Context: an optimization exercise on an open-source flow, tuned for small area. The choices shown serve that exercise and are no tape-out recipe. RTL that was checked went through simulation tests only; none was proved equivalent to the original. Function not checked in runs 1 and 3: the RTL went through the layout flow alone. Power figures rest on the tool's default switching activity, not on a simulated workload.

## standard.sh

```bash
#!/bin/bash
# synth_recipe.tcl (not shown) runs the flow's synth.tcl, then flattens the netlist and writes it again
# the make line also repeats each setting of config.mk as NAME=value (left out here)
make -C /OpenROAD-flow-scripts/flow DESIGN_CONFIG=/design/flow/config.mk WORK_HOME=/design/flow/orfs CLKGATE_MAP_FILE= SYNTH_SCRIPT=/design/flow/synth_recipe.tcl "${@:-finish}"
```

## config.mk

```make
export PLATFORM = sky130hd
export DESIGN_NAME = globe_core
export DESIGN_NICKNAME = globe_core
export VERILOG_FILES = /design/flow/design.v
export SDC_FILE = /design/flow/constraint.sdc
export NUM_CORES = 4
export LEC_CHECK = 0
export ABC_AREA = 1
export CAP_MARGIN = 20
export CORE_MARGIN = 2
export CORE_UTILIZATION = 60
export SLEW_MARGIN = 20
```

## design.v

```verilog
module globe_core (
    input  wire         clk,
    input  wire         rst,               
    input  wire         connected,
    input  wire         cmd_valid,
    input  wire [31:0]  cmd,
    input  wire [31:0]  now,
    output wire         cmd_ready,         
    output reg          indicator,
    output wire [15:0]  pwm_duty,
    output reg          pwm_we,            
    output wire [239:0] leds,              
    output reg          led_flush,         
    output reg          begin_accepting    
);
    localparam [23:0] C_GREEN  = 24'h00FF00;
    localparam [23:0] C_BLUE   = 24'h0000FF;
    localparam [23:0] C_PURPLE = 24'hB400FF;
    localparam [23:0] C_YELLOW = 24'hFF9600;
    localparam [1:0] L_START = 2'd0, L_WAIT = 2'd1, L_CONN = 2'd2;
    localparam [1:0] K_BLACK = 2'd0, K_CUR = 2'd1, K_RED = 2'd2, K_AQUA = 2'd3;
    function e_of(input [6:0] n);
        begin
            case (n)
                7'd2, 7'd5, 7'd8, 7'd10, 7'd13, 7'd16, 7'd19, 7'd22, 7'd25, 7'd28,
                7'd30, 7'd33, 7'd36, 7'd39, 7'd42, 7'd45, 7'd48, 7'd50, 7'd51, 7'd53,
                7'd56, 7'd59, 7'd62, 7'd65, 7'd68, 7'd71, 7'd73, 7'd76, 7'd79, 7'd82,
                7'd85, 7'd88, 7'd91, 7'd93, 7'd96, 7'd99: e_of = 1'b1;
                default: e_of = 1'b0;
            endcase
        end
    endfunction
    reg [1:0]  link_state;
    reg [23:0] cur_color;
    reg [6:0]  step_m1;       
    reg        duty_ramp;     
    reg        pend;          
    reg [6:0]  u;             
    reg [15:0] rduty;         
    reg [31:0] next_tick;     
    reg [19:0] cc;            
    reg        blue0;         
    wire [7:0] tag    = cmd[31:24];
    wire [2:0] id     = cmd[10:8];
    wire       btn    = (tag == 8'h02) && (cmd[15:11] == 5'd0);
    wire       pr     = cmd[0];
    wire conn_step = (link_state == L_CONN) && connected;
    wire disp      = conn_step && cmd_valid;
    assign cmd_ready = disp;
    wire gate = now >= next_tick;
    wire tick = conn_step && gate;
    reg [23:0] n_color;
    reg [6:0]  n_step;
    reg        n_dramp;
    reg        n_pend;
    reg [6:0]  n_u;
    reg [15:0] n_rduty;
    reg        rsub;
    reg [15:0] radd;
    reg [19:0] n_cc;
    reg        n_blue0;
    reg [1:0]  n_link;
    reg        n_we, n_flush, n_begin, n_ind;
    reg        fill;
    reg        rw;
    reg [1:0]  fcode;
    reg [6:0]  wn;
    reg [6:0]  wm;
    reg [3:0]  wk;
    integer k;
    always @* begin
        n_color = cur_color;
        n_step  = step_m1;
        n_dramp = duty_ramp;
        n_pend  = pend;
        n_u     = u;
        n_rduty = rduty;
        n_cc    = cc;
        n_blue0 = blue0;
        n_link  = link_state;
        n_we    = 1'b0;
        n_flush = 1'b0;
        n_begin = 1'b0;
        n_ind   = indicator;
        fill    = 1'b0;
        rw      = 1'b0;
        rsub    = 1'b0;
        radd    = 16'd0;
        fcode   = K_CUR;
        wn      = u + 7'd1;
        wm      = (wn < 7'd50) ? wn : 7'd99 - wn;
        wk      = wm / 7'd5;
        case (link_state)
            L_START: begin
                n_cc[1:0] = K_BLACK;
                n_blue0 = 1'b0;
                n_flush = 1'b1;
                n_begin = 1'b1;
                n_link  = L_WAIT;
            end
            L_WAIT: if (connected) begin
                n_cc[1:0] = K_BLACK;
                n_blue0 = 1'b1;
                n_flush = 1'b1;
                n_link  = L_CONN;
            end
            L_CONN: if (!connected) begin
                n_cc[1:0] = K_BLACK;
                n_blue0 = 1'b0;
                n_flush = 1'b1;
                n_begin = 1'b1;
                n_link  = L_WAIT;
            end else begin
                if (cmd_valid) begin
                    n_ind = (tag == 8'h02) && pr;
                    if (tag == 8'h01) begin
                        n_color = cmd[23:0];
                        fill = 1'b1;
                    end else if (btn) begin
                        if (pr) begin
                            case (id)
                                3'd0: if (step_m1 != 7'd63) begin
                                    fill = 1'b1;
                                    n_step = step_m1 + 7'd1;
                                    n_dramp = 1'b0;
                                    n_we = 1'b1;
                                end
                                3'd1: if (step_m1 != 7'd127) begin
                                    fill = 1'b1;
                                    n_step = step_m1 - 7'd1;
                                    n_dramp = 1'b0;
                                    n_we = 1'b1;
                                end
                                3'd2: begin
                                    n_color = C_YELLOW;
                                    fill = 1'b1;
                                    n_step = 7'd127;
                                    n_dramp = 1'b0;
                                    n_we = 1'b1;
                                end
                                3'd3: begin
                                    n_color = C_YELLOW;
                                    fill = 1'b1;
                                    n_step = 7'd31;
                                    n_dramp = 1'b0;
                                    n_we = 1'b1;
                                end
                                3'd4: n_pend = 1'b1;
                                3'd5: begin n_color = C_GREEN;  fill = 1'b1; end
                                3'd6: begin n_color = C_BLUE;   fill = 1'b1; end
                                default: begin n_color = C_PURPLE; fill = 1'b1; end
                            endcase
                        end else if (id[2:1] == 2'd0) begin
                            fill = 1'b1;
                            fcode = K_RED;
                        end
                    end
                end
                if (tick && (n_pend || u != 7'd100)) begin
                    n_dramp = 1'b1;
                    n_we = 1'b1;
                    if (n_pend) begin
                        n_pend = 1'b0;
                        n_u = 7'd127;
                        n_rduty = 16'd32767;
                        fill = 1'b1;
                        fcode = K_AQUA;
                    end else if (u == 7'd99) begin
                        n_u = 7'd100;
                        n_rduty = 16'd0;
                        fill = 1'b1;
                        fcode = K_CUR;
                    end else begin
                        n_u = wn;
                        rw = 1'b1;
                        rsub = wn > 7'd50;
                        radd = rduty + (16'd655 ^ {16{rsub}}) + {15'd0, e_of(wn) ^ rsub};
                        if (wn != 7'd0) n_rduty = radd;
                    end
                end
                if (fill) begin
                    n_cc = {10{fcode}};
                    n_blue0 = 1'b0;
                end
                if (rw) begin
                    for (k = 0; k < 10; k = k + 1)
                        if (wk == k) n_cc[2*k +: 2] = (wn < 7'd50) ? K_RED : K_AQUA;
                    if (wk == 4'd0) n_blue0 = 1'b0;
                end
            end
            default: ;
        endcase
    end
    always @(posedge clk) begin
        if (rst) begin
            link_state      <= L_START;
            cur_color       <= C_PURPLE;
            step_m1         <= 7'd127;
            duty_ramp       <= 1'b0;
            pend            <= 1'b0;
            u               <= 7'd100;
            rduty           <= 16'd0;
            next_tick       <= 32'd0;
            cc              <= {10{K_BLACK}};
            blue0           <= 1'b0;
            indicator       <= 1'b0;
            pwm_we          <= 1'b0;
            led_flush       <= 1'b0;
            begin_accepting <= 1'b0;
        end else begin
            link_state      <= n_link;
            cur_color       <= n_color;
            step_m1         <= n_step;
            duty_ramp       <= n_dramp;
            pend            <= n_pend;
            u               <= n_u;
            rduty           <= n_rduty;
            if (tick) next_tick <= now + 32'd500;
            cc              <= n_cc;
            blue0           <= n_blue0;
            indicator       <= n_ind;
            pwm_we          <= n_we;
            led_flush       <= n_flush;
            begin_accepting <= n_begin;
        end
    end
    wire [15:0] step_duty = step_m1[6] ? 16'd0 : {step_m1[5:0], 10'h3FF};
    assign pwm_duty = duty_ramp ? rduty : step_duty;
    genvar g;
    generate
        for (g = 0; g < 10; g = g + 1) begin : g_cell
            wire [1:0] c = cc[2*g +: 2];
            wire is_cur  = (c == K_CUR);
            wire is_red  = (c == K_RED);
            wire is_aqua = (c == K_AQUA);
            wire is_blue = (g == 0) ? blue0 : 1'b0;
            assign leds[24*g +: 24] = ({24{is_cur}} & cur_color)
                                    | ({24{is_red}} & 24'hFF0000)
                                    | ({24{is_aqua}} & 24'h32FFFF)
                                    | ({24{is_blue}} & 24'h0000FF);
        end
    endgenerate
endmodule
```

## flow/run.sh

```bash
#!/bin/bash
# The standard layout, with two changes: the port buffers are the smallest
# buffer cell, and clock tree synthesis inserts no dummy loads and builds the
# tree from mid-size clock buffers.
set -euo pipefail
export BUFFER_PORTS_ARGS="-buffer_cell sky130_fd_sc_hd__buf_1"
export CTS_ARGS="-sink_clustering_enable -repair_clock_nets -dont_use_dummy_load -buf_list {sky130_fd_sc_hd__clkbuf_4 sky130_fd_sc_hd__clkbuf_8}"
bash standard.sh > standard.log 2>&1
```

## constraint.sdc

```tcl
create_clock -name core_clock -period 20.0 [get_ports {clk}]
set_input_delay 4.0000 -clock core_clock [delete_from_list [all_inputs] [get_ports {clk}]]
set_output_delay 4.0000 -clock core_clock [all_outputs]
set_load 0.01 [all_outputs]
```

==> results of run 1 <==
[path summary, 6_finish.rpt]
check	startpoint	endpoint	slack, ps	cells past startpoint
max	connected	cmd_ready	10850	4
min	next_tick[10]	next_tick[10]	470	2
max reg2reg	link_state[0]	rduty[14]	14450	14
min reg2reg	next_tick[10]	next_tick[10]	470	2
[layout by cell type (no fill, tap or decap), types with 3 or more instances in the layout]
master                     Yosys  layout
sky130_fd_sc_hd__a211oi_1      5       5
sky130_fd_sc_hd__a21oi_1     273     272
sky130_fd_sc_hd__a221oi_1      9       9
sky130_fd_sc_hd__a31oi_1      14      14
sky130_fd_sc_hd__a41oi_1       6       6
sky130_fd_sc_hd__and3_1        3       3
sky130_fd_sc_hd__buf_1         0     328
sky130_fd_sc_hd__buf_4         0       5
sky130_fd_sc_hd__clkbuf_8      0      17
sky130_fd_sc_hd__clkinv_1     10       9
sky130_fd_sc_hd__dfxtp_1     115     115
sky130_fd_sc_hd__diode_2       0       4
sky130_fd_sc_hd__ha_1         61      61
sky130_fd_sc_hd__inv_1       181     181
sky130_fd_sc_hd__inv_2         9      10
sky130_fd_sc_hd__nand2_1     234     234
sky130_fd_sc_hd__nand2_2      16      16
sky130_fd_sc_hd__nand2_4      13      13
sky130_fd_sc_hd__nand3_1      50      50
sky130_fd_sc_hd__nand3_2      13      13
sky130_fd_sc_hd__nand4_1      24      24
sky130_fd_sc_hd__nand4_2       3       3
sky130_fd_sc_hd__nor2_1       72      72
sky130_fd_sc_hd__nor2_4        3       3
sky130_fd_sc_hd__nor3_1        9       9
sky130_fd_sc_hd__nor4_1        6       5
sky130_fd_sc_hd__o211ai_1     23      23
sky130_fd_sc_hd__o21a_1        4       4
sky130_fd_sc_hd__o21ai_0     193     192
sky130_fd_sc_hd__o21ai_1       7       8
sky130_fd_sc_hd__o22ai_1       7       7
sky130_fd_sc_hd__o31ai_1       6       6
sky130_fd_sc_hd__or2_2         3       3
sky130_fd_sc_hd__xnor2_1       9       9
sky130_fd_sc_hd__xor2_1       22      22
[critical path: cells and delay by family]
family | cells | cell delay (ps)
buf+inv | 2 | 360
simple gates | 2 | 790
[metrics by stage]
| stage | std cells | utilization |
|---|---|---|
| global route | 1995 | 0.704 |
| finish | 1999 | 0.705 |
| floorplan | 1522 | - |
| CTS | 1994 | 0.702 |
| detailed placement | 1977 | 0.688 |
| global placement | 1977 | 0.688 |
[per-layer routing]
| metal | up-vias | share of wire |
|---|---|---|
| met5 | - | 0.00035 |
| met4 | 2 | 0.045 |
| met3 | 150 | 0.14 |
| met2 | 766 | 0.43 |
| met1 | 5377 | 0.39 |
| li1 | 5711 | - |
[logic make-up after synthesis]
logic type | share of synthesized area
buf+inv | 0.115
xor+xnor | 0.0279
simple gates | 0.222
flops | 0.236
fa+ha+maj | 0.0824
compound gates | 0.316
[area by class of cell]
cell class / count / area share
antenna: 4 / 0.000894
timing repair buffer: 334 / 0.116
multi-input combinational: 1112 / 0.565
inverter: 201 / 0.0676
clock buffer: 17 / 0.0209
sequential: 115 / 0.206
tap: 216 / 0.0241
[flip-flops by register name, summed over array words and instances, names as in the netlist]
register         flops
next_tick           32
u                    7
cc                  20
duty_ramp            1
pwm_we               1
pend                 1
cur_color           24
led_flush            1
link_state           2
step_m1              7
rduty               16
blue0                1
indicator            1
begin_accepting      1
[report_power, final]
part | leakage [nW] | total (mW) | internal [mW] | switching [mW]
sequential | 0.930 | 0.240 | 0.236 | 0.00378
combinational | 3.62 | 0.0920 | 0.0282 | 0.0637
clock | 0.122 | 0.160 | 0.0745 | 0.0858
==> flow_summary.rst, run 1 <==
.. list-table::
   :header-rows: 1

   * - Metric
     - Value
   * - Run status
     - finished clean
   * - Signed area change from the synthesized netlist to the final layout
     - 14.9%
   * - Crit end category
     - output port
   * - Most frequent cell on the critical path
     - sky130_fd_sc_hd__buf_1
   * - Unique masters post-synth
     - 55
   * - Final worst path period share
     - 0.457
   * - Insertion delay to the later sink of the worst-skew pair
     - around 450 ps
   * - Synthesized Nets
     - 1653
   * - Mean post-synth cell area
     - 6.40 µm²
   * - TritonRoute pass-1 iters
     - 8
   * - Rel. slew slack
     - 0.223
   * - Smallest setup slack after layout
     - 10850 ps
   * - H-tree depth
     - 4
   * - Global route hottest layer
     - met2
   * - Core Region
     - 15900 µm²
   * - Filler cell count
     - 1487
   * - Final weighted congestion of routability-driven global placement
     - 1.01
   * - Arrival @ worst endpoint
     - 5150 ps
   * - Total wire length
     - 37.2 mm
   * - Post-placement cell area
     - approximately 11000 µm²
   * - Transition time at the pin with the least slew margin
     - 1160 ps
   * - Cells along the critical path
     - buf_1, nand2_1, nor2_1, buf_1
   * - Count of maximum capacitance violations
     - 0
   * - Die outline area
     - 17300 µm²
   * - Classification of the worst setup path
     - input port to output port
   * - Total I/O pin count
     - 329
   * - Final number of setup-violating endpoints
     - 0
   * - Post-synth top flop
     - sky130_fd_sc_hd__dfxtp_1
   * - Leak
     - about 4.7 nW
   * - Syn. warnings
     - 1
   * - Type of the most critical hold path
     - flop to flop
   * - Clock tree root buffer cell
     - sky130_fd_sc_hd__clkbuf_8
   * - Clock transition at path regs
     - 50 ps
   * - Total setup buffers inserted after CTS
     - 0
   * - Synth area leader
     - sky130_fd_sc_hd__dfxtp_1
   * - WHS
     - 466 ps
   * - Power density over the cells
     - 43.9 nW/µm²
   * - M1 GR Usage
     - 0.506
   * - Height of the die
     - 131 µm
   * - CTS tree
     - done
   * - Effective utilization at floorplan
     - 0.613
   * - Register bit total from synthesis
     - ~120
   * - Maximum vdd ir drop
     - 49.0 µV
   * - Number of vias in the routed layout
     - 12000
   * - Setup TNS
     - 0 ps
   * - Number of buffers added by the clock tree synthesis step
     - 17
   * - Quantity of hold-fixing buffers added after cts
     - 0
   * - Delay of the slowest cell on the worst path
     - roughly 460 ps
   * - RSZ-0062 raised after global routing
     - false
   * - Pre-CTS setup slack
     - 10870 ps
   * - Cell with the biggest individual delay on the critical path
     - sky130_fd_sc_hd__nand2_1
   * - Multi-input logic area
     - 6330 µm²
   * - Biggest area contributors in the synthesized netlist
     - sky130_fd_sc_hd__dfxtp_1 (24%), sky130_fd_sc_hd__a21oi_1 (14%), sky130_fd_sc_hd__o21ai_0 (9.9%)
   * - Kind of start point of the critical path
     - input port
   * - Layout cell share with drive strength beyond 1
     - 0.0534
   * - Clock tree sinks
     - 115
   * - X dimension of the die
     - between 100 and 150 µm
   * - Final HPWL DP
     - 27.5 mm
   * - Top cell types by occurrence after synthesis
     - sky130_fd_sc_hd__a21oi_1 (273), sky130_fd_sc_hd__nand2_1 (234), sky130_fd_sc_hd__o21ai_0 (193)
   * - Required arrival time at the worst endpoint
     - 16000 ps
   * - Global-route wire length before repair
     - 56.8 mm
   * - Sum of internal, switching and leakage power
     - 492 µW
   * - Number of flops mapped to enable cells by yosys
     - 0
   * - Drt wl/cell
     - ~19 µm
   * - Count of pins over their slew limit
     - 0
   * - Fmax achieved
     - ~0.11 GHz
   * - DRC violation total after the first TritonRoute iteration
     - around 1500
   * - Number of cell rows
     - 46
   * - Final global-route overflow total
     - 0
   * - Design Area, Final
     - 11200 µm²
   * - Residual antenna-violating net count after detailed routing
     - 0
   * - Number of antenna violations at the first check in global routing
     - 5
   * - Via count of the first global-routing pass
     - approximately 11000
   * - Max Buffers Root-to-Sink
     - 2
   * - Synth async-reset ratio
     - 0
   * - Most repeated cell in the gate-level netlist after synthesis
     - sky130_fd_sc_hd__a21oi_1
   * - Pin count of the biggest net entering global routing
     - between 70 and 80
   * - Final Hold Fails
     - 0
   * - Proportion of synthesized chip area in sequential cells
     - 0.236
   * - Number of remaining DRC errors
     - 0
   * - Share of the synthesized area in the top cell type
     - 0.236
   * - Met3 global-route usage
     - 0.167
   * - Largest fanout on the critical path
     - 16
   * - Shortest clock period the worst path allows after layout
     - 9150 ps
   * - Final Skew
     - about 28 ps
   * - Cells after Synth
     - 1522
   * - Synth Cell Area
     - a little under 10000 µm²
   * - Number of gates resized after CTS
     - 0
   * - Storage element area
     - 2300 µm²
   * - Routing usage on met2
     - 0.623
   * - Vias per cell
     - 6.01
   * - Count of port buffers added during placement
     - ~330
   * - Nets
     - 1912
   * - Global-route total usage across every layer
     - 0.409
==> inputs of run 2 (changes only) <==
--- a/design.v
+++ b/design.v
@@ -39,4 +39,5 @@
     reg [15:0] rduty;         
     reg [31:0] next_tick;     
+    reg        ticked;        
     reg [19:0] cc;            
     reg        blue0;         
@@ -48,5 +49,23 @@
     wire disp      = conn_step && cmd_valid;
     assign cmd_ready = disp;
-    wire gate = now >= next_tick;
+    reg ge;
+    reg [31:0] now_q;
+    reg        cy;
+    integer b;
+    always @* begin
+        ge = 1'b1;
+        cy = 1'b0;
+        for (b = 0; b < 32; b = b + 1) begin
+            ge = (now[b] & ~next_tick[b]) | ((now[b] | ~next_tick[b]) & ge);
+            if (b < 9 && ((500 >> b) & 1)) begin
+                now_q[b] = ~(now[b] ^ cy);
+                cy = now[b] | cy;
+            end else begin
+                now_q[b] = now[b] ^ cy;
+                cy = now[b] & cy;
+            end
+        end
+    end
+    wire gate = !ticked || ge;
     wire tick = conn_step && gate;
     reg [23:0] n_color;
@@ -192,4 +211,6 @@
         endcase
     end
+    always @(posedge clk)
+        if (tick) next_tick <= now_q;
     always @(posedge clk) begin
         if (rst) begin
@@ -201,5 +222,5 @@
             u               <= 7'd100;
             rduty           <= 16'd0;
-            next_tick       <= 32'd0;
+            ticked          <= 1'b0;
             cc              <= {10{K_BLACK}};
             blue0           <= 1'b0;
@@ -216,5 +237,5 @@
             u               <= n_u;
             rduty           <= n_rduty;
-            if (tick) next_tick <= now + 32'd500;
+            if (tick) ticked <= 1'b1;
             cc              <= n_cc;
             blue0           <= n_blue0;
--- a/config.mk
+++ b/config.mk
@@ -8,5 +8,6 @@
 export ABC_AREA = 1
 export CAP_MARGIN = 20
-export CORE_MARGIN = 2
-export CORE_UTILIZATION = 60
+export CORE_AREA = 5.52 5.44 134.32 133.28
+export DIE_AREA = 0 0 139.84 138.72
+export PLACE_DENSITY = 0.75
 export SLEW_MARGIN = 20
==> run 2 against run 1 <==
Compared with the run above: via count decreased by 8.4%; synthesized area is 5.0% lower; sequential share of layout area increased by 4.0 points; sequential power is 3% higher; clock power is 3% lower; register-to-register slack better by 130 ps; core utilization down 5.2 points; worst hold slack gained 4.2 ps; combinational power fell by 41%; critical endpoint is now next_tick[31]; largest cell class unchanged; largest power group unchanged.
==> flow_summary.rst, run 2 <==
.. list-table::
   :header-rows: 1

   * - Metric
     - Value
   * - Die outline area
     - 19400 µm²
   * - Compound-cell area share of the yosys netlist
     - 0.278
   * - Pre-CTS setup slack
     - 10440 ps
   * - Proportion of synthesized chip area in sequential cells
     - 0.286
   * - Synth async-reset ratio
     - 0
   * - M1 GR Usage
     - 0.429
   * - Vias per cell
     - roughly 5.7
   * - Global-route wire length before repair
     - 51.7 mm
   * - Final global-route overflow total
     - 0
   * - TritonRoute pass-1 iters
     - 6
   * - Shortest clock period the worst path allows after layout
     - 9090 ps
   * - DRC violation total after the first TritonRoute iteration
     - 931
   * - Setup slack of the most critical reg-to-reg path
     - 14580 ps
   * - Synth area leader
     - sky130_fd_sc_hd__dfxtp_1
   * - Transition time at the pin with the least slew margin
     - 880 ps
   * - Largest fanout on the critical path
     - 4
   * - Share of the synthesized area in the top cell type
     - 0.182
   * - Residual antenna-violating net count after detailed routing
     - 0
   * - Global route hottest layer
     - met2
   * - Insertion delay to the later sink of the worst-skew pair
     - 450 ps
   * - Cell with the biggest individual delay on the critical path
     - sky130_fd_sc_hd__ha_1
   * - Via count of the first global-routing pass
     - 9995
   * - Run status
     - finished clean
   * - Number of buffers added by the clock tree synthesis step
     - 17
   * - Setup TNS
     - 0 ps
   * - Quantity of hold-fixing buffers added after cts
     - 0
   * - Area share of xor/xnor cells in the synthesized design
     - 0.0207
   * - Reg-to-reg endpoint
     - rduty[14]
   * - Synthesized Nets
     - 1567
   * - Top Family by Delay on Critical Path
     - adder cells
   * - Final HPWL DP
     - 24.8 mm
   * - Adder-Cell Fraction of Synth Area
     - 0.0827
   * - Biggest register
     - next_tick
   * - Most frequent standard cell in the layout excluding fill and tap cells
     - sky130_fd_sc_hd__buf_1
   * - Multiplexer share of the synthesized area
     - 0
   * - Combinational family with the most area after synthesis
     - compound AO/OA/AOI/OAI gates
   * - Count of maximum capacitance violations
     - 0
   * - Routing usage on met2
     - 0.509
   * - Power density over the cells
     - 42.6 nW/µm²
   * - Reg2Reg Depth
     - 37
   * - Kind of start point of the critical path
     - input port
   * - Largest register FFs
     - 32
   * - Synth Cell Area
     - between 9000 and 10000 µm²
   * - Final Skew
     - between 15 and 20 ps
   * - Most frequent cell on the critical path
     - sky130_fd_sc_hd__ha_1
   * - Classification of the worst setup path
     - input port to flop
   * - Register bit total from synthesis
     - 116
   * - Top flop regs
     - next_tick x32, cur_color x24, cc x20
   * - Most repeated cell in the gate-level netlist after synthesis
     - sky130_fd_sc_hd__nand2_1
   * - Number of gates resized after CTS
     - 0
   * - Nets
     - 1838
   * - Max Buffers Root-to-Sink
     - 2
   * - X dimension of the die
     - 140 µm
   * - Mean post-synth cell area
     - 6.43 µm²
   * - Number of cell rows
     - 47
   * - Total I/O pin count
     - 329
   * - Number of remaining DRC errors
     - 0
   * - Post-layout utilization of the core
     - 0.653
   * - Final Hold Fails
     - 0
   * - Syn. warnings
     - 1
   * - Final number of setup-violating endpoints
     - 0
   * - Crit end category
     - flop
   * - Core Region
     - about 16000 µm²
   * - Capture endpoint of the worst hold path
     - ticked
   * - Worst path bufs/invs
     - 3
   * - Total wire length
     - 33.4 mm
   * - Required arrival time at the worst endpoint
     - 20190 ps
   * - Fmax achieved
     - ~0.11 GHz
   * - Effective utilization at floorplan
     - 0.562
   * - Clock tree sinks
     - 116
   * - Smallest setup slack after layout
     - 10910 ps
   * - Signed area change from the synthesized netlist to the final layout
     - 16.2%
   * - Total setup buffers inserted after CTS
     - 0
   * - Rel. slew slack
     - 0.413
   * - Layout cell share with drive strength beyond 1
     - 0.0310
   * - Start point of the worst min-delay path
     - ticked
   * - Maximum vdd ir drop
     - 35.9 µV
   * - Pin count of the biggest net entering global routing
     - 45
   * - Cells after Synth
     - 1439
   * - Synth Area in Simple Gates
     - 0.202
   * - Drt wl/cell
     - about 17 µm
   * - Antenna diode count
     - 0
   * - Number of antenna violations at the first check in global routing
     - 1
   * - Startpoint of the worst register-to-register path
     - u[0]
   * - CTS tree
     - done
   * - Count of port buffers added during placement
     - 328
   * - Unique masters post-synth
     - 47
   * - Clock transition at path regs
     - around 50 ps
   * - H-tree depth
     - 4
   * - Number of vias in the routed layout
     - 11000
   * - Met3 global-route usage
     - 0.0948
   * - Number of flops mapped to enable cells by yosys
     - 32
   * - Final worst path period share
     - 0.454
   * - Leak
     - around 4.7 nW
   * - Global-route total usage across every layer
     - 0.325
   * - Height of the die
     - 139 µm
   * - RSZ-0062 raised after global routing
     - false
   * - Type of the most critical hold path
     - flop to flop
   * - Arrival @ worst endpoint
     - 9270 ps
   * - Final weighted congestion of routability-driven global placement
     - 0.969
   * - Hold path cells
     - 2
   * - Highest-count cells in the layout ignoring fill and taps
     - sky130_fd_sc_hd__buf_1 (328), sky130_fd_sc_hd__nand2_1 (274), sky130_fd_sc_hd__inv_1 (223), sky130_fd_sc_hd__a21oi_1 (207), sky130_fd_sc_hd__o21ai_0 (176)
   * - Count of pins over their slew limit
     - 0
   * - Delay of the slowest cell on the worst path
     - 200 ps
   * - Top cell types by occurrence after synthesis
     - sky130_fd_sc_hd__nand2_1 (274), sky130_fd_sc_hd__inv_1 (223), sky130_fd_sc_hd__a21oi_1 (208)
   * - Clock tree root buffer cell
     - sky130_fd_sc_hd__clkbuf_8
   * - Biggest area contributors in the synthesized netlist
     - sky130_fd_sc_hd__dfxtp_1 (18%), sky130_fd_sc_hd__a21oi_1 (11%), sky130_fd_sc_hd__nand2_1 (11%)
   * - Post-synth top flop
     - sky130_fd_sc_hd__dfxtp_1
## run 2: cell count changes after synthesis, moves of 10 or more
cell / change
sky130_fd_sc_hd__a21oi_1: -65
sky130_fd_sc_hd__inv_1: +42
sky130_fd_sc_hd__nand2_1: +40
sky130_fd_sc_hd__edfxtp_1: +32
sky130_fd_sc_hd__dfxtp_1: -31
sky130_fd_sc_hd__nand4_1: -18
sky130_fd_sc_hd__o21ai_0: -17
sky130_fd_sc_hd__nand3_2: -13
sky130_fd_sc_hd__nand2_4: -11
sky130_fd_sc_hd__clkbuf_1: -10
sky130_fd_sc_hd__nand2_2: -10
## run 2: worst max path at each step
stage,from,to,slack (ps),cells after the start
after floorplan,now[2],next_tick[31],10950,31
after global placement,now[2],next_tick[31],10540,32
after detailed placement,now[2],next_tick[31],10440,32
after CTS,now[2],next_tick[31],10900,32
after global routing,now[2],next_tick[31],10710,32
final,now[2],next_tick[31],10910,32
## run 2: cells by family after synthesis
kind of cell / after synthesis
buffers and inverters: 320
adders and majority gates: 60
and+or+nand+nor: 446
AOI/OAI and AO/OA: 476
DFF: 116
xor gates and xnor gates: 21
## run 2: per-stage QoR
| step | cells | power (mW) | hold slack, ps | instance area [µm²] |
|---|---|---|---|---|
| after detailed placement | 1910 | 0.306 | 465 | 10500 |
| final | 1928 | 0.458 | 470 | 10800 |
| after global routing | 1928 | 0.477 | 488 | 10800 |
| after CTS | 1927 | 0.459 | 474 | 10700 |
| after floorplan | 1439 | 0.286 | 436 | 9260 |
| after global placement | 1910 | 0.304 | 460 | 10500 |
## run 2: final cells by class
class	instances	area [µm²]
clock buffers	17	234
well taps	220	275
flip-flops and latches	116	2640
fillers	1615	5710
repair buffers	336	1300
inverters	236	887
multi-input cells	1003	5420
## run 2: report_power, final
group	total, mW	internal [mW]	switching (mW)
clock network	0.156	0.0744	0.0818
registers	0.248	0.246	0.00195
logic	0.0540	0.0173	0.0367
total	0.458	0.337	0.120
## run 2: layer usage
layer	share of wire	wire length, µm
met1	0.41	13900
met2	0.43	14500
met3	0.12	4090
met4	0.028	930
met5	0.00051	17
## run 2: worst reg2reg max path, delay by kind of cell, from the launching register on
family / cells / cell delay [ps]
compound gates: 11 / 1500
xor+xnor: 1 / 100
fa+ha+maj: 2 / 630
buf+inv: 7 / 1020
flops: 1 / 410
simple gates: 16 / 1640
==> inputs of run 3 (changes only) <==
--- a/design.v
+++ b/design.v
@@ -20,11 +20,15 @@
     localparam [1:0] L_START = 2'd0, L_WAIT = 2'd1, L_CONN = 2'd2;
     localparam [1:0] K_BLACK = 2'd0, K_CUR = 2'd1, K_RED = 2'd2, K_AQUA = 2'd3;
-    function e_of(input [6:0] n);
+    function e_of(input [7:0] p);
         begin
-            case (n)
-                7'd2, 7'd5, 7'd8, 7'd10, 7'd13, 7'd16, 7'd19, 7'd22, 7'd25, 7'd28,
-                7'd30, 7'd33, 7'd36, 7'd39, 7'd42, 7'd45, 7'd48, 7'd50, 7'd51, 7'd53,
-                7'd56, 7'd59, 7'd62, 7'd65, 7'd68, 7'd71, 7'd73, 7'd76, 7'd79, 7'd82,
-                7'd85, 7'd88, 7'd91, 7'd93, 7'd96, 7'd99: e_of = 1'b1;
+            case (p)
+                8'b0_0000_010, 8'b0_0001_000, 8'b0_0001_011, 8'b0_0010_000, 8'b0_0010_011,
+                8'b0_0011_001, 8'b0_0011_100, 8'b0_0100_010, 8'b0_0101_000, 8'b0_0101_011,
+                8'b0_0110_000, 8'b0_0110_011, 8'b0_0111_001, 8'b0_0111_100, 8'b0_1000_010,
+                8'b0_1001_000, 8'b0_1001_011, 8'b1_0000_001, 8'b1_0000_100, 8'b1_0001_001,
+                8'b1_0001_011, 8'b1_0010_000, 8'b1_0010_011, 8'b1_0011_010, 8'b1_0100_001,
+                8'b1_0100_100, 8'b1_0101_001, 8'b1_0101_011, 8'b1_0110_000, 8'b1_0110_011,
+                8'b1_0111_010, 8'b1_1000_001, 8'b1_1000_100, 8'b1_1001_001, 8'b1_1001_011:
+                    e_of = 1'b1;
                 default: e_of = 1'b0;
             endcase
@@ -35,6 +39,9 @@
     reg [6:0]  step_m1;       
     reg        duty_ramp;     
+    reg        act;           
     reg        pend;          
-    reg [6:0]  u;             
+    reg        ph;            
+    reg [3:0]  rc;            
+    reg [2:0]  rs;            
     reg [15:0] rduty;         
     reg [31:0] next_tick;     
@@ -42,12 +49,11 @@
     reg [19:0] cc;            
     reg        blue0;         
-    wire [7:0] tag    = cmd[31:24];
-    wire [2:0] id     = cmd[10:8];
-    wire       btn    = (tag == 8'h02) && (cmd[15:11] == 5'd0);
-    wire       pr     = cmd[0];
+    wire [7:0] tag = cmd[31:24];
+    wire [2:0] id  = cmd[10:8];
+    wire       btn = (tag == 8'h02) && (cmd[15:11] == 5'd0);
+    wire       pr  = cmd[0];
     wire conn_step = (link_state == L_CONN) && connected;
-    wire disp      = conn_step && cmd_valid;
-    assign cmd_ready = disp;
-    reg ge;
+    assign cmd_ready = conn_step && cmd_valid;
+    reg        ge;
     reg [31:0] now_q;
     reg        cy;
@@ -67,14 +73,26 @@
         end
     end
-    wire gate = !ticked || ge;
-    wire tick = conn_step && gate;
+    wire tick = conn_step && (!ticked || ge);
+    reg [15:0] radd;
+    reg        ry;
+    always @* begin
+        ry = e_of({ph, rc, rs});
+        for (b = 0; b < 16; b = b + 1) begin
+            if ((655 >> b) & 1) begin
+                radd[b] = ~(rduty[b] ^ ry);
+                ry = rduty[b] | ry;
+            end else begin
+                radd[b] = rduty[b] ^ ry;
+                ry = rduty[b] & ry;
+            end
+        end
+    end
     reg [23:0] n_color;
     reg [6:0]  n_step;
     reg        n_dramp;
-    reg        n_pend;
-    reg [6:0]  n_u;
+    reg        n_act, n_pend, n_ph;
+    reg [3:0]  n_rc;
+    reg [2:0]  n_rs;
     reg [15:0] n_rduty;
-    reg        rsub;
-    reg [15:0] radd;
     reg [19:0] n_cc;
     reg        n_blue0;
@@ -82,9 +100,6 @@
     reg        n_we, n_flush, n_begin, n_ind;
     reg        fill;
+    reg [1:0]  fcode;
     reg        rw;
-    reg [1:0]  fcode;
-    reg [6:0]  wn;
-    reg [6:0]  wm;
-    reg [3:0]  wk;
     integer k;
     always @* begin
@@ -92,6 +107,9 @@
         n_step  = step_m1;
         n_dramp = duty_ramp;
+        n_act   = act;
         n_pend  = pend;
-        n_u     = u;
+        n_ph    = ph;
+        n_rc    = rc;
+        n_rs    = rs;
         n_rduty = rduty;
         n_cc    = cc;
@@ -103,11 +121,6 @@
         n_ind   = indicator;
         fill    = 1'b0;
+        fcode   = K_CUR;
         rw      = 1'b0;
-        rsub    = 1'b0;
-        radd    = 16'd0;
-        fcode   = K_CUR;
-        wn      = u + 7'd1;
-        wm      = (wn < 7'd50) ? wn : 7'd99 - wn;
-        wk      = wm / 7'd5;
         case (link_state)
             L_START: begin
@@ -176,24 +189,40 @@
                     end
                 end
-                if (tick && (n_pend || u != 7'd100)) begin
+                if (tick && (n_pend || act)) begin
                     n_dramp = 1'b1;
                     n_we = 1'b1;
                     if (n_pend) begin
                         n_pend = 1'b0;
-                        n_u = 7'd127;
-                        n_rduty = 16'd32767;
+                        n_act = 1'b1;
+                        n_ph = 1'b0;
+                        n_rc = 4'd0;
+                        n_rs = 3'd0;
+                        n_rduty = 16'h7FFF;
                         fill = 1'b1;
                         fcode = K_AQUA;
-                    end else if (u == 7'd99) begin
-                        n_u = 7'd100;
-                        n_rduty = 16'd0;
+                    end else if (ph && rc == 4'd15) begin
+                        n_act = 1'b0;
+                        n_rduty = 16'hFFFF;
                         fill = 1'b1;
                         fcode = K_CUR;
                     end else begin
-                        n_u = wn;
                         rw = 1'b1;
-                        rsub = wn > 7'd50;
-                        radd = rduty + (16'd655 ^ {16{rsub}}) + {15'd0, e_of(wn) ^ rsub};
-                        if (wn != 7'd0) n_rduty = radd;
+                        if (!ph && rc == 4'd10) begin
+                            n_rduty = 16'h0000;
+                            n_ph = 1'b1;
+                            n_rc = 4'd9;
+                            n_rs = 3'd1;
+                        end else begin
+                            if (!ph && rc == 4'd0 && rs == 3'd0)
+                                n_rduty = rduty;
+                            else
+                                n_rduty = radd;
+                            if (rs == 3'd4) begin
+                                n_rs = 3'd0;
+                                n_rc = ph ? rc - 4'd1 : rc + 4'd1;
+                            end else begin
+                                n_rs = rs + 3'd1;
+                            end
+                        end
                     end
                 end
@@ -203,7 +232,9 @@
                 end
                 if (rw) begin
-                    for (k = 0; k < 10; k = k + 1)
-                        if (wk == k) n_cc[2*k +: 2] = (wn < 7'd50) ? K_RED : K_AQUA;
-                    if (wk == 4'd0) n_blue0 = 1'b0;
+                    for (k = 0; k < 9; k = k + 1)
+                        if (rc == k) n_cc[2*k +: 2] = ph ? K_AQUA : K_RED;
+                    if (rc == 4'd9) n_cc[19:18] = ph ? K_AQUA : K_RED;
+                    if (rc == 4'd10) n_cc[19:18] = K_AQUA;
+                    if (rc == 4'd0) n_blue0 = 1'b0;
                 end
             end
@@ -213,4 +244,10 @@
     always @(posedge clk)
         if (tick) next_tick <= now_q;
+    always @(posedge clk) begin
+        ph    <= n_ph;
+        rc    <= n_rc;
+        rs    <= n_rs;
+        rduty <= n_rduty;
+    end
     always @(posedge clk) begin
         if (rst) begin
@@ -219,7 +256,6 @@
             step_m1         <= 7'd127;
             duty_ramp       <= 1'b0;
+            act             <= 1'b0;
             pend            <= 1'b0;
-            u               <= 7'd100;
-            rduty           <= 16'd0;
             ticked          <= 1'b0;
             cc              <= {10{K_BLACK}};
@@ -234,7 +270,6 @@
             step_m1         <= n_step;
             duty_ramp       <= n_dramp;
+            act             <= n_act;
             pend            <= n_pend;
-            u               <= n_u;
-            rduty           <= n_rduty;
             if (tick) ticked <= 1'b1;
             cc              <= n_cc;
@@ -247,5 +282,5 @@
     end
     wire [15:0] step_duty = step_m1[6] ? 16'd0 : {step_m1[5:0], 10'h3FF};
-    assign pwm_duty = duty_ramp ? rduty : step_duty;
+    assign pwm_duty = duty_ramp ? rduty ^ {16{ph}} : step_duty;
     genvar g;
     generate
==> run 3 against run 2 <==
Compared with the run above: fmax down 1.3%; global-route usage down 1.1 points; register-to-register slack better by 790 ps; cell count down 11%; highest routed layer unchanged; power up 12%; clock power about the same.
==> flow_summary.rst, run 3 <==
.. list-table::
   :header-rows: 1

   * - Metric
     - Value
   * - Via count of the first global-routing pass
     - 8978
   * - Final Instance Count excl. Fillers
     - 1724
   * - Cell internal power dissipation
     - approximately 360 µW
   * - Maximum vdd ir drop
     - 44.9 µV
   * - Final worst path period share
     - 0.460
   * - Max Buffers Root-to-Sink
     - 2
   * - Number of antenna violations at the first check in global routing
     - 1
   * - Synth async-reset ratio
     - 0
   * - Signed area change from the synthesized netlist to the final layout
     - 17.5%
   * - Shortest clock period the worst path allows after layout
     - 9210 ps
   * - Largest register FFs
     - 32
   * - H-tree depth
     - 4
   * - Synthesized Nets
     - 1360
   * - Number of cell rows
     - 47
   * - Pre-CTS setup slack
     - 10380 ps
   * - Final number of setup-violating endpoints
     - 0
   * - Synth Cell Area
     - 8610 µm²
   * - Fmax achieved
     - 0.109 GHz
   * - Final global-route overflow total
     - 0
   * - Count of port buffers added during placement
     - 328
   * - Quantity of hold-fixing buffers added after cts
     - 0
   * - Setup TNS
     - 0 ps
   * - Sum of internal, switching and leakage power
     - 515 µW
   * - Register bit total from synthesis
     - 118
   * - TritonRoute pass-1 iters
     - 7
   * - Clock network fraction of total power
     - 0.305
   * - Final weighted congestion of routability-driven global placement
     - 0.927
   * - Largest fanout on the critical path
     - 16
   * - Type of the most critical hold path
     - flop to flop
   * - Arrival @ worst endpoint
     - 5210 ps
   * - Final Hold Fails
     - 0
   * - Kind of start point of the critical path
     - input port
   * - Clock tree sinks
     - 118
   * - Run status
     - finished clean
   * - Insertion delay to the later sink of the worst-skew pair
     - 450 ps
   * - Die outline area
     - between 15000 and 20000 µm²
   * - Total wire length
     - 31.9 mm
   * - Pin count of the biggest net entering global routing
     - 45
   * - Number of remaining DRC errors
     - 0
   * - Drt wl/cell
     - 18.5 µm
   * - Leak
     - 4.33 nW
   * - Part of the power in combinational logic
     - 0.183
   * - WHS
     - 466 ps
   * - Total I/O pin count
     - 329
   * - Unique masters post-synth
     - 45
   * - Smallest setup slack after layout
     - 10790 ps
   * - Count of maximum capacitance violations
     - 0
   * - Biggest register
     - next_tick
   * - Transition time at the pin with the least slew margin
     - 1100 ps
   * - Number of instances in the placed design
     - 1705
   * - Final Skew
     - 25.2 ps
   * - Nets
     - 1635
   * - Syn. warnings
     - 1
   * - Top cell types by occurrence after synthesis
     - sky130_fd_sc_hd__nand2_1 (219), sky130_fd_sc_hd__a21oi_1 (181), sky130_fd_sc_hd__inv_1 (161)
   * - Most frequent standard cell in the layout excluding fill and tap cells
     - sky130_fd_sc_hd__buf_1
   * - CTS tree
     - done
   * - Antenna diode count
     - 0
   * - Highest-count cells in the layout ignoring fill and taps
     - sky130_fd_sc_hd__buf_1 (328), sky130_fd_sc_hd__nand2_1 (219), sky130_fd_sc_hd__a21oi_1 (181), sky130_fd_sc_hd__inv_1 (161), sky130_fd_sc_hd__o21ai_0 (155)
   * - Design Area, Final
     - approximately 10000 µm²
   * - Number of buffers added by the clock tree synthesis step
     - 17
   * - Effective utilization at floorplan
     - 0.523
   * - Fraction of power consumed by sequential logic
     - 0.512
   * - Required arrival time at the worst endpoint
     - 16000 ps
   * - Global-route wire length before repair
     - 49.0 mm
   * - Clock transition at path regs
     - 60 ps
   * - Total setup buffers inserted after CTS
     - 0
   * - Power density over the cells
     - 50.9 nW/µm²
   * - RSZ-0062 raised after global routing
     - false
   * - Rel. slew slack
     - 0.266
   * - Top flop regs
     - next_tick x32, cur_color x24, cc x20
   * - Vias per cell
     - 5.72
   * - Classification of the worst setup path
     - input port to output port
   * - Final HPWL DP
     - 24.2 mm
   * - Number of flops mapped to enable cells by yosys
     - 56
   * - Mean post-synth cell area
     - 7.00 µm²
   * - Residual antenna-violating net count after detailed routing
     - 0
   * - Core Region
     - 16500 µm²
   * - Layout cell share with drive strength beyond 1
     - 0.0372
   * - Global-route total usage across every layer
     - 0.314
   * - Synth area leader
     - sky130_fd_sc_hd__edfxtp_1
   * - Proportion of synthesized chip area in sequential cells
     - 0.339
   * - Clock tree root buffer cell
     - sky130_fd_sc_hd__clkbuf_8
   * - Most repeated cell in the gate-level netlist after synthesis
     - sky130_fd_sc_hd__nand2_1
   * - DRC violation total after the first TritonRoute iteration
     - 1013
   * - Height of the die
     - 139 µm
   * - Switch Pwr
     - roughly 150 µW
   * - Number of gates resized after CTS
     - 0
   * - Share of the synthesized area in the top cell type
     - 0.195
   * - Cells after Synth
     - 1231
   * - Biggest area contributors in the synthesized netlist
     - sky130_fd_sc_hd__edfxtp_1 (20%), sky130_fd_sc_hd__dfxtp_1 (14%), sky130_fd_sc_hd__a21oi_1 (11%)
   * - Post-layout utilization of the core
     - 0.614
   * - Switching fraction of total power
     - 0.297
   * - Post-synth top flop
     - sky130_fd_sc_hd__dfxtp_1
   * - X dimension of the die
     - 140 µm
   * - Number of vias in the routed layout
     - 9855
   * - Post-placement cell area
     - 9850 µm²
   * - Count of pins over their slew limit
     - 0
   * - Crit end category
     - output port
==> run 3: cell types whose count changed after synthesis, moves of 16 or more <==
cell,before,now
sky130_fd_sc_hd__a21oi_1,208,181
sky130_fd_sc_hd__dfxtp_1,84,62
sky130_fd_sc_hd__edfxtp_1,32,56
sky130_fd_sc_hd__inv_1,223,161
sky130_fd_sc_hd__nand2_1,274,219
sky130_fd_sc_hd__o21ai_0,176,155
sky130_fd_sc_hd__or2_2,4,20
==> run 3: worst paths after layout <==
kind / cells past startpoint / slack [ps] / start / to
worst max register to register: 27 / 15370 / ph / rduty[15]
worst min register to register: 2 / 470 / duty_ramp / duty_ramp
worst min-delay path: 2 / 470 / duty_ramp / duty_ramp
worst max-delay path: 4 / 10790 / connected / cmd_ready
==> run 3: area by class of cell <==
type | instances | area (µm²)
Timing Repair Buffer | 334 | 1300
Inverter | 173 | 649
Tap cell | 220 | 275
Fill cell | 1598 | 6350
Sequential cell | 118 | 2920
Clock buffer | 17 | 234
Multi-Input combinational cell | 862 | 4740
==> run 3: routing by layer <==
metal | vias to the layer above | global-route usage | share of wire
met3 | 92 | 0.100 | 0.12
li1 | 4660 | - | -
met2 | 602 | 0.511 | 0.46
met5 | - | 0 | 0.00063
met4 | 2 | 0.0979 | 0.028
met1 | 4499 | 0.398 | 0.40
==> run 3: cells by family after synthesis <==
logic type,after synthesis,share of synthesized area
flip-flops,118,0.339
buffers and inverters,251,0.110
AO/OA/AOI/OAI,399,0.250
adder cells (fa/ha/maj),61,0.0895
XOR/XNOR,23,0.0234
AND/OR/NAND/NOR,379,0.188
==> run 3: power by group through the flow <==
stage	clock network (mW)	logic [mW]	registers (mW)
final	0.157	0.0943	0.263
after global routing	0.170	0.105	0.264
after global placement	0	0.0905	0.268
after CTS	0.159	0.0926	0.263
after detailed placement	0	0.0922	0.268
after floorplan	0	0.0584	0.268
==> run 3: worst max-delay path: stages <==
cell and delay (ps):
sky130_fd_sc_hd__buf_1 180, sky130_fd_sc_hd__nand2_1 420, sky130_fd_sc_hd__nor2_1 360, sky130_fd_sc_hd__buf_1 240
==> inputs of run 4 (changes only) <==
--- a/design.v
+++ b/design.v
@@ -47,5 +47,7 @@
     reg [31:0] next_tick;     
     reg        ticked;        
-    reg [19:0] cc;            
+    reg [1:0]  fc;            
+    reg [9:0]  hit;           
+    reg        ovr0;          
     reg        blue0;         
     wire [7:0] tag = cmd[31:24];
@@ -88,4 +90,14 @@
         end
     end
+    reg [6:0] step_pm;
+    reg       st;
+    always @* begin
+        st = 1'b1;
+        for (b = 0; b < 7; b = b + 1) begin
+            step_pm[b] = step_m1[b] ^ st;
+            st = st & (step_m1[b] ^ id[0]);
+        end
+    end
+    wire step_end = (step_m1[5:0] == 6'd63) && (step_m1[6] == id[0]);
     reg [23:0] n_color;
     reg [6:0]  n_step;
@@ -95,5 +107,7 @@
     reg [2:0]  n_rs;
     reg [15:0] n_rduty;
-    reg [19:0] n_cc;
+    reg [1:0]  n_fc;
+    reg [9:0]  n_hit;
+    reg        n_ovr0;
     reg        n_blue0;
     reg [1:0]  n_link;
@@ -113,5 +127,7 @@
         n_rs    = rs;
         n_rduty = rduty;
-        n_cc    = cc;
+        n_fc    = fc;
+        n_hit   = hit;
+        n_ovr0  = ovr0;
         n_blue0 = blue0;
         n_link  = link_state;
@@ -125,5 +141,5 @@
         case (link_state)
             L_START: begin
-                n_cc[1:0] = K_BLACK;
+                n_ovr0  = 1'b1;
                 n_blue0 = 1'b0;
                 n_flush = 1'b1;
@@ -132,5 +148,5 @@
             end
             L_WAIT: if (connected) begin
-                n_cc[1:0] = K_BLACK;
+                n_ovr0  = 1'b1;
                 n_blue0 = 1'b1;
                 n_flush = 1'b1;
@@ -138,5 +154,5 @@
             end
             L_CONN: if (!connected) begin
-                n_cc[1:0] = K_BLACK;
+                n_ovr0  = 1'b1;
                 n_blue0 = 1'b0;
                 n_flush = 1'b1;
@@ -152,13 +168,7 @@
                         if (pr) begin
                             case (id)
-                                3'd0: if (step_m1 != 7'd63) begin
-                                    fill = 1'b1;
-                                    n_step = step_m1 + 7'd1;
-                                    n_dramp = 1'b0;
-                                    n_we = 1'b1;
-                                end
-                                3'd1: if (step_m1 != 7'd127) begin
+                                3'd0, 3'd1: if (!step_end) begin
                                     fill = 1'b1;
-                                    n_step = step_m1 - 7'd1;
+                                    n_step = step_pm;
                                     n_dramp = 1'b0;
                                     n_we = 1'b1;
@@ -228,13 +238,13 @@
                 end
                 if (fill) begin
-                    n_cc = {10{fcode}};
-                    n_blue0 = 1'b0;
+                    n_fc = fcode;
+                    n_hit = 10'd0;
+                    n_ovr0 = 1'b0;
                 end
                 if (rw) begin
-                    for (k = 0; k < 9; k = k + 1)
-                        if (rc == k) n_cc[2*k +: 2] = ph ? K_AQUA : K_RED;
-                    if (rc == 4'd9) n_cc[19:18] = ph ? K_AQUA : K_RED;
-                    if (rc == 4'd10) n_cc[19:18] = K_AQUA;
-                    if (rc == 4'd0) n_blue0 = 1'b0;
+                    for (k = 0; k < 10; k = k + 1)
+                        if (rc == k) n_hit[k] = 1'b1;
+                    if (rc == 4'd10) n_hit[9] = 1'b1;
+                    if (rc == 4'd0) n_ovr0 = 1'b0;
                 end
             end
@@ -259,5 +269,7 @@
             pend            <= 1'b0;
             ticked          <= 1'b0;
-            cc              <= {10{K_BLACK}};
+            fc              <= K_BLACK;
+            hit             <= 10'd0;
+            ovr0            <= 1'b0;
             blue0           <= 1'b0;
             indicator       <= 1'b0;
@@ -273,5 +285,7 @@
             pend            <= n_pend;
             if (tick) ticked <= 1'b1;
-            cc              <= n_cc;
+            fc              <= n_fc;
+            hit             <= n_hit;
+            ovr0            <= n_ovr0;
             blue0           <= n_blue0;
             indicator       <= n_ind;
@@ -286,9 +300,10 @@
     generate
         for (g = 0; g < 10; g = g + 1) begin : g_cell
-            wire [1:0] c = cc[2*g +: 2];
-            wire is_cur  = (c == K_CUR);
-            wire is_red  = (c == K_RED);
-            wire is_aqua = (c == K_AQUA);
-            wire is_blue = (g == 0) ? blue0 : 1'b0;
+            wire down    = ph && ((rc == 4'd15) || (rc < g) || (rc == g && rs != 3'd0));
+            wire ov      = (g == 0) ? ovr0 : 1'b0;
+            wire is_cur  = !ov && !hit[g] && (fc == K_CUR);
+            wire is_red  = !ov && (hit[g] ? !down : (fc == K_RED));
+            wire is_aqua = !ov && (hit[g] ? down : (fc == K_AQUA));
+            wire is_blue = ov && blue0;
             assign leds[24*g +: 24] = ({24{is_cur}} & cur_color)
                                     | ({24{is_red}} & 24'hFF0000)
==> flow/run.sh (replaced) <==
#!/bin/bash
# Layout flow: the standard synthesis, then its combinational logic
# re-mapped by ABC with a stronger area script (registers, their cells and
# names untouched), then the standard layout with two changes: the port
# buffers are the smallest buffer cell, and clock tree synthesis inserts
# no dummy loads and uses mid-size clock buffers.
set -euo pipefail
here=$(pwd)
res=$here/orfs/results/$FLOW_PLATFORM/globe_core/base
YOSYS=yosys
if [[ -x $FLOW_HOME/../tools/install/yosys/bin/yosys ]]; then
  YOSYS=$FLOW_HOME/../tools/install/yosys/bin/yosys
fi
LIB=$FLOW_HOME/platforms/sky130hd/lib/sky130_fd_sc_hd__tt_025C_1v80.lib
export BUFFER_PORTS_ARGS="-buffer_cell sky130_fd_sc_hd__buf_1"
export CTS_ARGS="-sink_clustering_enable -repair_clock_nets -dont_use_dummy_load -buf_list {sky130_fd_sc_hd__clkbuf_4 sky130_fd_sc_hd__clkbuf_8}"

bash standard.sh synth > standard_synth.log 2>&1
cp $res/1_2_yosys.v $here/std_synth.v

# re-map the combinational logic, a few ABC seeds in parallel; keep the smallest
R2='balance; rewrite; refactor; balance; rewrite; rewrite -z; balance; refactor -z; rewrite -z; balance'
DU=$(cat $here/flow/dontuse.txt)
for s in 1 2 3 4; do
  printf 'strash\n&get -n\n&deepsyn -T 60 -S %s\n&put\n%s\ndch -f\nmap -a\ntopo\n' $s "$R2" > $here/resynth_$s.abc
  (
    $YOSYS -p "read_liberty -ignore_miss_func $LIB; read_verilog $here/std_synth.v; hierarchy -top $FLOW_TOP; \
      setattr -mod -set blackbox 1 sky130_fd_sc_hd__dfxtp_1 sky130_fd_sc_hd__edfxtp_1 sky130_fd_sc_hd__conb_1; \
      flatten; delete t:\$scopeinfo; opt_clean; \
      abc -liberty $LIB $DU -script $here/resynth_$s.abc; opt_clean -purge; \
      hilomap -singleton -hicell sky130_fd_sc_hd__conb_1 HI -locell sky130_fd_sc_hd__conb_1 LO; \
      insbuf -buf sky130_fd_sc_hd__buf_4 A X; \
      check -assert -mapped; \
      tee -o $here/resynth_$s.stat stat -liberty $LIB; \
      write_verilog -noattr -nohex -nodec $here/resynth_$s.v" > $here/resynth_$s.log 2>&1 || true
  ) &
done
wait
best=""; besta=""
for s in 1 2 3 4; do
  a=$(grep -o "Chip area for module.*: [0-9.]*" $here/resynth_$s.stat 2>/dev/null | awk '{print $NF}' || true)
  if [[ -n "$a" && -s $here/resynth_$s.v ]]; then
    if [[ -z "$besta" ]] || awk "BEGIN{exit !($a < $besta)}"; then best=$s; besta=$a; fi
  fi
done
echo "resynthesis: best seed $best area $besta" > $here/resynth.log
if [[ -n "$best" ]]; then
  cp $here/resynth_$best.v $res/1_2_yosys.v
  rm -f $res/1_synth.odb
fi

bash standard.sh > standard.log 2>&1
==> flow/dontuse.txt (new file) <==
-dont_use sky130_fd_sc_hd__probe_p_8 -dont_use sky130_fd_sc_hd__probec_p_8 -dont_use sky130_fd_sc_hd__lpflow_bleeder_1 -dont_use sky130_fd_sc_hd__lpflow_clkbufkapwr_1 -dont_use sky130_fd_sc_hd__lpflow_clkbufkapwr_16 -dont_use sky130_fd_sc_hd__lpflow_clkbufkapwr_2 -dont_use sky130_fd_sc_hd__lpflow_clkbufkapwr_4 -dont_use sky130_fd_sc_hd__lpflow_clkbufkapwr_8 -dont_use sky130_fd_sc_hd__lpflow_clkinvkapwr_1 -dont_use sky130_fd_sc_hd__lpflow_clkinvkapwr_16 -dont_use sky130_fd_sc_hd__lpflow_clkinvkapwr_2 -dont_use sky130_fd_sc_hd__lpflow_clkinvkapwr_4 -dont_use sky130_fd_sc_hd__lpflow_clkinvkapwr_8 -dont_use sky130_fd_sc_hd__lpflow_decapkapwr_12 -dont_use sky130_fd_sc_hd__lpflow_decapkapwr_3 -dont_use sky130_fd_sc_hd__lpflow_decapkapwr_4 -dont_use sky130_fd_sc_hd__lpflow_decapkapwr_6 -dont_use sky130_fd_sc_hd__lpflow_decapkapwr_8 -dont_use sky130_fd_sc_hd__lpflow_inputiso0n_1 -dont_use sky130_fd_sc_hd__lpflow_inputiso0p_1 -dont_use sky130_fd_sc_hd__lpflow_inputiso1n_1 -dont_use sky130_fd_sc_hd__lpflow_inputiso1p_1 -dont_use sky130_fd_sc_hd__lpflow_inputisolatch_1 -dont_use sky130_fd_sc_hd__lpflow_isobufsrc_1 -dont_use sky130_fd_sc_hd__lpflow_isobufsrc_16 -dont_use sky130_fd_sc_hd__lpflow_isobufsrc_2 -dont_use sky130_fd_sc_hd__lpflow_isobufsrc_4 -dont_use sky130_fd_sc_hd__lpflow_isobufsrc_8 -dont_use sky130_fd_sc_hd__lpflow_isobufsrckapwr_16 -dont_use sky130_fd_sc_hd__lpflow_lsbuf_lh_hl_isowell_tap_1 -dont_use sky130_fd_sc_hd__lpflow_lsbuf_lh_hl_isowell_tap_2 -dont_use sky130_fd_sc_hd__lpflow_lsbuf_lh_hl_isowell_tap_4 -dont_use sky130_fd_sc_hd__lpflow_lsbuf_lh_isowell_4 -dont_use sky130_fd_sc_hd__lpflow_lsbuf_lh_isowell_tap_1 -dont_use sky130_fd_sc_hd__lpflow_lsbuf_lh_isowell_tap_2 -dont_use sky130_fd_sc_hd__lpflow_lsbuf_lh_isowell_tap_4 
==> run 4 against run 3 <==
Compared with the run above: cell count down 3.1%; non-clock buffer count is 1 lower; synthesized cell count decreased by 5.0%; global-route usage shrank 1.2 points; core utilization decreased by 3.0 points; combinational power fell by 66%; still clean on timing, DRC and antenna; highest routed layer is now met4; critical path depth up 2.
==> flow_summary.rst, run 4 <==
.. list-table::
   :header-rows: 1

   * - Metric
     - Value
   * - Count of port buffers added during placement
     - between 300 and 400
   * - H-tree depth
     - 3
   * - Worst setup endpoint
     - cmd_ready
   * - Rel. slew slack
     - 0.313
   * - Reg2Reg Depth
     - 29
   * - Final Skew
     - ~21 ps
   * - Nets
     - around 1600
   * - Number of antenna violations at the first check in global routing
     - 3
   * - Die outline area
     - roughly 19000 µm²
   * - Global-route total usage across every layer
     - 0.302
   * - Storage element area
     - 2760 µm²
   * - Maximum vdd ir drop
     - 56.4 µV
   * - Cells after Synth
     - 1169
   * - Start point of the worst min-delay path
     - ticked
   * - Fmax achieved
     - 0.105 GHz
   * - Final global-route overflow total
     - 0
   * - Largest register FFs
     - 32
   * - Number of cell rows
     - 47
   * - Hold path cells
     - 2
   * - Top cell types by occurrence after synthesis
     - sky130_fd_sc_hd__o21ai_0 (309), sky130_fd_sc_hd__nand2_1 (210), sky130_fd_sc_hd__inv_1 (151)
   * - Number of vias in the routed layout
     - 9395
   * - Mean post-synth cell area
     - 6.96 µm²
   * - Most frequent standard cell in the layout excluding fill and tap cells
     - sky130_fd_sc_hd__buf_1
   * - Power density over the cells
     - 39.6 nW/µm²
   * - Total wire length
     - 30.8 mm
   * - Arrival @ worst endpoint
     - between 5000 and 6000 ps
   * - Startpoint of the worst register-to-register path
     - rc[0]
   * - Synth Cell Area
     - around 8100 µm²
   * - Clock tree sinks
     - 110
   * - Insertion delay to the later sink of the worst-skew pair
     - 390 ps
   * - Final worst path period share
     - 0.475
   * - CTS tree
     - done
   * - Transition time at the pin with the least slew margin
     - ~1000 ps
   * - Synthesized Nets
     - 1289
   * - Final number of setup-violating endpoints
     - 0
   * - Sum of internal, switching and leakage power
     - 381 µW
   * - Count of maximum capacitance violations
     - 0
   * - Final weighted congestion of routability-driven global placement
     - 0.990
   * - Share of the synthesized area in the top cell type
     - 0.207
   * - Multi-input logic area
     - 4500 µm²
   * - Vias per cell
     - 5.62
   * - Launching element of the worst setup path
     - connected
   * - Kind of start point of the critical path
     - input port
   * - Syn. warnings
     - 1
   * - Max Buffers Root-to-Sink
     - 2
   * - Total I/O pin count
     - 329
   * - Height of the die
     - 139 µm
   * - Leak
     - roughly 4.1 nW
   * - Global-route wire length before repair
     - 47.0 mm
   * - Clock tree root buffer cell
     - sky130_fd_sc_hd__clkbuf_8
   * - Reg-to-reg endpoint
     - rduty[15]
   * - Pin count of the biggest net entering global routing
     - 37
   * - Biggest register
     - next_tick
   * - Clock transition at path regs
     - 100 ps
   * - Filler cell count
     - 1623
   * - Register bit total from synthesis
     - 110
   * - Signed area change from the synthesized netlist to the final layout
     - 18.2%
   * - Final Hold Fails
     - 0
   * - Classification of the worst setup path
     - input port to output port
   * - Top flop regs
     - next_tick x32, cur_color x24, rduty x16
   * - Most repeated cell in the gate-level netlist after synthesis
     - sky130_fd_sc_hd__o21ai_0
   * - Synth area leader
     - sky130_fd_sc_hd__edfxtp_1
   * - Largest fanout on the critical path
     - 9
   * - Crit end category
     - output port
   * - DRC violation total after the first TritonRoute iteration
     - between 700 and 800
   * - Synth async-reset ratio
     - 0
   * - Setup TNS
     - 0 ps
   * - Required arrival time at the worst endpoint
     - 16000 ps
   * - X dimension of the die
     - 140 µm
   * - Number of buffers added by the clock tree synthesis step
     - 9
   * - Residual antenna-violating net count after detailed routing
     - 0
   * - Highest-count cells in the layout ignoring fill and taps
     - sky130_fd_sc_hd__buf_1 (328), sky130_fd_sc_hd__o21ai_0 (309), sky130_fd_sc_hd__nand2_1 (210), sky130_fd_sc_hd__inv_1 (151), sky130_fd_sc_hd__nor2_1 (60)
   * - Effective utilization at floorplan
     - 0.494
   * - Number of gates resized after CTS
     - 0
   * - Type of the most critical hold path
     - flop to flop
   * - Final HPWL DP
     - 23.3 mm
   * - Number of remaining DRC errors
     - 0
   * - Biggest area contributors in the synthesized netlist
     - sky130_fd_sc_hd__edfxtp_1 (21%), sky130_fd_sc_hd__o21ai_0 (19%), sky130_fd_sc_hd__dfxtp_1 (13%)
   * - Quantity of hold-fixing buffers added after cts
     - 0
   * - Shortest clock period the worst path allows after layout
     - 9510 ps
   * - Run status
     - finished clean
   * - TritonRoute pass-1 iters
     - 7
   * - Core Region
     - 16500 µm²
   * - Via count of the first global-routing pass
     - 8687
   * - Proportion of synthesized chip area in sequential cells
     - 0.340
   * - Setup slack of the most critical reg-to-reg path
     - 15340 ps
   * - Total setup buffers inserted after CTS
     - 0
   * - Unique masters post-synth
     - 40
   * - Layout cell share with drive strength beyond 1
     - 0.0339
   * - Drt wl/cell
     - roughly 18 µm
   * - RSZ-0062 raised after global routing
     - false
   * - Count of pins over their slew limit
     - 0
   * - Number of flops mapped to enable cells by yosys
     - 56
   * - Post-synth top flop
     - sky130_fd_sc_hd__edfxtp_1
run 4: cell count changes after synthesis, moves of 9 or more:
cell and change:
sky130_fd_sc_hd__nand2_1 -9, sky130_fd_sc_hd__inv_1 -10, sky130_fd_sc_hd__clkbuf_1 -11, sky130_fd_sc_hd__a21oi_1 -152, sky130_fd_sc_hd__nor3_1 +9, sky130_fd_sc_hd__inv_2 +15, sky130_fd_sc_hd__or2_2 -14, sky130_fd_sc_hd__nand3_1 -23
sky130_fd_sc_hd__o21ai_0 +154
run 4: worst min-delay path by stage:
stage                           end  slack (ps)
after detailed placement        act         450
after global routing      duty_ramp         500
after global placement          act         450
final                        ticked         470
after CTS                       act         470
after floorplan              ticked         440
run 4: area by class of cell:
type | instances | share of cell area
diodes | 4 | 0.00104
clock buffers | 9 | 0.0129
inverters | 170 | 0.0663
multi-input cells | 825 | 0.468
flip-flops and latches | 110 | 0.287
well taps | 220 | 0.0286
repair buffers | 333 | 0.136
run 4: metrics by stage:
step	cell area (µm²)	instances	util	hold WS (ps)	worst slack, ps
6_report	9620	1671	0.584	474	10490
5_1_grt	9620	1670	0.584	496	10370
4_1_cts	9580	1666	0.582	475	10530
3_5_place_dp	9450	1657	0.574	454	10510
3_3_place_gp	9430	1656	0.572	445	10630
2_1_floorplan	8130	1169	-	436	10950
run 4: per-layer routing:
metal	vias to the layer above	GRT usage	share of wire	routed length [µm]
met3	133	0.0824	0.092	2840
met5	-	0	0	0
li1	4490	-	-	-
met4	0	0.169	0.062	1900
met1	4260	0.362	0.39	12000
met2	512	0.491	0.46	14000
run 4: kinds of logic (layout without fill, tap and decap cells):
kind of cell | Yosys count | in the layout | share of synthesized area
AOI/OAI and AO/OA | 409 | 409 | 0.268
adders and majority gates | 52 | 52 | 0.0800
and+or+nand+nor | 335 | 335 | 0.172
DFF | 110 | 110 | 0.340
xor gates and xnor gates | 29 | 29 | 0.0312
other | 0 | 4 | 0
buffers and inverters | 234 | 512 | 0.109
run 4: power breakdown:
| part | leakage (nW) | internal [mW] | switching, mW |
|---|---|---|---|
| combinational | 3.07 | 0.0111 | 0.0205 |
| sequential | 0.929 | 0.238 | 0.00121 |
| clock | 0.0647 | 0.0406 | 0.0689 |
| total | 4.07 | 0.290 | 0.0907 |
run 4: worst max-delay path, stage by stage:
cell	delay, ps
sky130_fd_sc_hd__buf_1	140
sky130_fd_sc_hd__nand2_1	120
sky130_fd_sc_hd__nor2_2	310
sky130_fd_sc_hd__clkinv_1	360
sky130_fd_sc_hd__nor2_1	370
sky130_fd_sc_hd__buf_1	200

-- what the ideal ports hide --
How much do the figures lean on ideal ports? The routed layouts below were timed once more, with nothing changed but the port constraints. Step 1, drivers: a clkbuf_16 drives clk and a buf_2 each remaining input, both assumed. Step 2 moves the port delays by t, midway between the first and last clock arrival at a register: inputs arrive t later, outputs are due t later. That takes back most of the time a late clock gives input paths. Slacks: ideal / step 1 / step 2; pairs: ideal / step 1.
run | t (ns) | setup WS [ns] | worst data-port slew with drivers (ns)
run 1 | 0.470 | 10.852 / 10.827 / 10.827 | 0.10
run 2 | 0.476 | 10.911 / 10.917 / 10.441 | 0.07
run 3 | 0.478 | 10.795 / 10.755 / 10.401 | 0.08
run 4 | 0.415 | 10.494 / 10.454 / 10.454 | 0.10
After both steps setup and hold are still met in every run listed. For run 2, which loses most, drivers alone change the setup slack by +0.006 ns; drivers and shift together by -0.470 ns.
